This is an optimization exercise on Yosys and OpenROAD, whose aim is a short achievable clock period and few clock cycles per item, not a production implementation. Only simulation tests tie the RTL to the original design; equivalence was not proved. Power is estimated from default activity; no workload was simulated.

## run 1
// gbr_engine
module gbr_engine (
    input  wire        clk,
    input  wire        rst,
    input  wire        start,
    input  wire [23:0] resume_lin,    
    input  wire [8:0]  resume_bank,   
    output reg         busy,
    output reg         done,
    output reg  [2:0]  err_code,
    output reg  [1:0]  err_ctx,
    output reg  [2:0]  variant,
    output reg         out_valid,
    output reg  [7:0]  out_data,
    output reg  [8:0]  out_bank,
    output reg  [15:0] addr,
    output reg         rd_n,
    output reg         wr_n,
    output reg         cs_n,
    output wire        rst_n,
    output reg         xfer_req,
    output reg  [23:0] xfer_tx,
    input  wire        xfer_ack,
    input  wire        xfer_fail,
    input  wire [7:0]  xfer_rdata
);
==> flow/config.mk <==
export PLATFORM = sky130hd
export DESIGN_NAME = gbr_engine
export DESIGN_NICKNAME = gbr_engine
export VERILOG_FILES = /design/flow/design.v
export SDC_FILE = /design/flow/constraint.sdc
export NUM_CORES = 4
export LEC_CHECK = 0
export ABC_CLOCK_PERIOD_IN_PS = 2000
export CAP_MARGIN = 20
export CORE_MARGIN = 2
export CORE_UTILIZATION = 60
export PLACE_DENSITY = 0.7
export SETUP_SLACK_MARGIN = 5
export SLEW_MARGIN = 20
==> flow/constraint.sdc <==
create_clock -name core_clock -period 10.0 [get_ports {clk}]
set_input_delay 2.0000 -clock core_clock [delete_from_list [all_inputs] [get_ports {clk}]]
set_output_delay 2.0000 -clock core_clock [all_outputs]
set_load 0.01 [all_outputs]
run.sh (not shown) runs the stock make flow with config.mk's settings and CLKGATE_MAP_FILE= SYNTH_SCRIPT=/design/flow/synth_recipe.tcl, a recipe that flattens the netlist after the stock synthesis.
Testbench counts of run 1, summed over its fixed seeds: cycles 19,663,340, bytes 1,310,720.
## Diff of input files: run 2 against run 1
# run 1
export LEC_CHECK = 0
export ABC_CLOCK_PERIOD_IN_PS = 2000
export CAP_MARGIN = 20
export CORE_MARGIN = 2
export CORE_UTILIZATION = 60
export PLACE_DENSITY = 0.7
export SETUP_SLACK_MARGIN = 5
export SLEW_MARGIN = 20
create_clock -name core_clock -period 10.0 [get_ports {clk}]
# run 2
export LEC_CHECK = 0
export CAP_MARGIN = 20
export CORE_MARGIN = 2
export CORE_UTILIZATION = 40
export PLACE_DENSITY = 0.6
export SLEW_MARGIN = 20
create_clock -name core_clock -period 10.0 [get_ports {clk}]
Results
Total power on run 2 is behind run 1. In the tables for run 1 and run 2, well-tap cell count reads higher with run 2. [run 2] total length of routed met3 wires rose about 22% relative to run 1. Run 2 ended with more routed wire length than run 1. Run 2 ends up with a switching part of the total that is 0.45 points higher than in run 1. The final reports for run 2 and run 1 show cell leakage power higher in the former. Compared run 1 against run 2; part of the power in combinational logic within noise.
[inputs] run 3 vs run 2
# run 2
export LEC_CHECK = 0
export CAP_MARGIN = 20
export CORE_MARGIN = 2
export CORE_UTILIZATION = 40
export PLACE_DENSITY = 0.6
export SLEW_MARGIN = 20
create_clock -name core_clock -period 10.0 [get_ports {clk}]
# run 3
export LEC_CHECK = 0
export ABC_CLOCK_PERIOD_IN_PS = 2000
export CAP_MARGIN = 20
export CORE_MARGIN = 2
export CORE_UTILIZATION = 60
export PLACE_DENSITY = 0.7
export SLEW_MARGIN = 20
create_clock -name core_clock -period 10.0 [get_ports {clk}]
==> flow/flow/run.sh (new file) <==
#!/bin/bash
set -euo pipefail
bash standard.sh \
  SETUP_SLACK_MARGIN=7.6 \
  "BUFFER_PORTS_ARGS=-buffer_cell sky130_fd_sc_hd__buf_4" \
  finish > standard_flow.log 2>&1
==> flow/standard.sh (new file) <==
#!/bin/bash
# synth_recipe.tcl (not shown) runs the flow's synth.tcl, then flattens the netlist and writes it again
# the make line also repeats each setting of config.mk as NAME=value (left out here)
make -C /OpenROAD-flow-scripts/flow DESIGN_CONFIG=/design/flow/config.mk WORK_HOME=/design/flow/orfs CLKGATE_MAP_FILE= SYNTH_SCRIPT=/design/flow/synth_recipe.tcl "${@:-finish}"
removed: flow/run.sh
--- outcome ---
The clock skew was comparable across run 3 and run 2.
Taking run 3 as 1.0, run 2 lands at 0.906 on non-clock buffer count.
Cmp run 3 and run 2 / total routing resource utilization after global routing / lower: run 2
Compared with run 2, run 3 supports a higher clock frequency.
NOTE half-perimeter wire length of the detailed placement result run 2->run 3 decreased by a few percent
The setup slack after layout reported for run 3 is greater than that of run 2 by 0.39 ns.
Relative contribution of sequential cells to total power, run 3 and run 2: higher on run 3
Delta (run 3 minus run 2): maximum VDD drop now sits higher, multi-input gate count now sits at about the same level, critical-path maximum fanout now sits lower.
Number of clock buffers in the layout, run 3 and run 2, lower one = run 3.

## what the ideal ports hide
In the flow no input, the clock included, has a driving cell. The finished layouts below were timed again as built, in two steps.
Step 1 (the two cells are an assumption about what drives the block):
set clk [get_ports {clk}]
set_driving_cell -lib_cell sky130_fd_sc_hd__clkbuf_16 $clk
set_driving_cell -lib_cell sky130_fd_sc_hd__buf_2 [delete_from_list [all_inputs] $clk]
Step 2 times the ports against the registers' clock, not the clock port: input delays grow and output delays shrink by t, the midpoint of the rising clock arrivals with the driver on.
Slacks: ideal / step 1 / step 2; pairs: ideal / step 1.
run	shift t [ns]	setup slack, ns	worst hold slack (ns)	worst register clock-pin slew, ns	cell pins on the clock port's net
run 1	0.554	6.580 / 6.536 / 6.588	0.439 / 0.439 / 0.439	0.06 / 0.06	1
run 2	0.560	6.544 / 6.500 / 6.595	0.434 / 0.434 / 0.434	0.06 / 0.06	1
run 3	0.548	6.938 / 6.895 / 7.217	0.430 / 0.430 / 0.430	0.07 / 0.07	1
After both steps setup and hold are still met in every run listed.
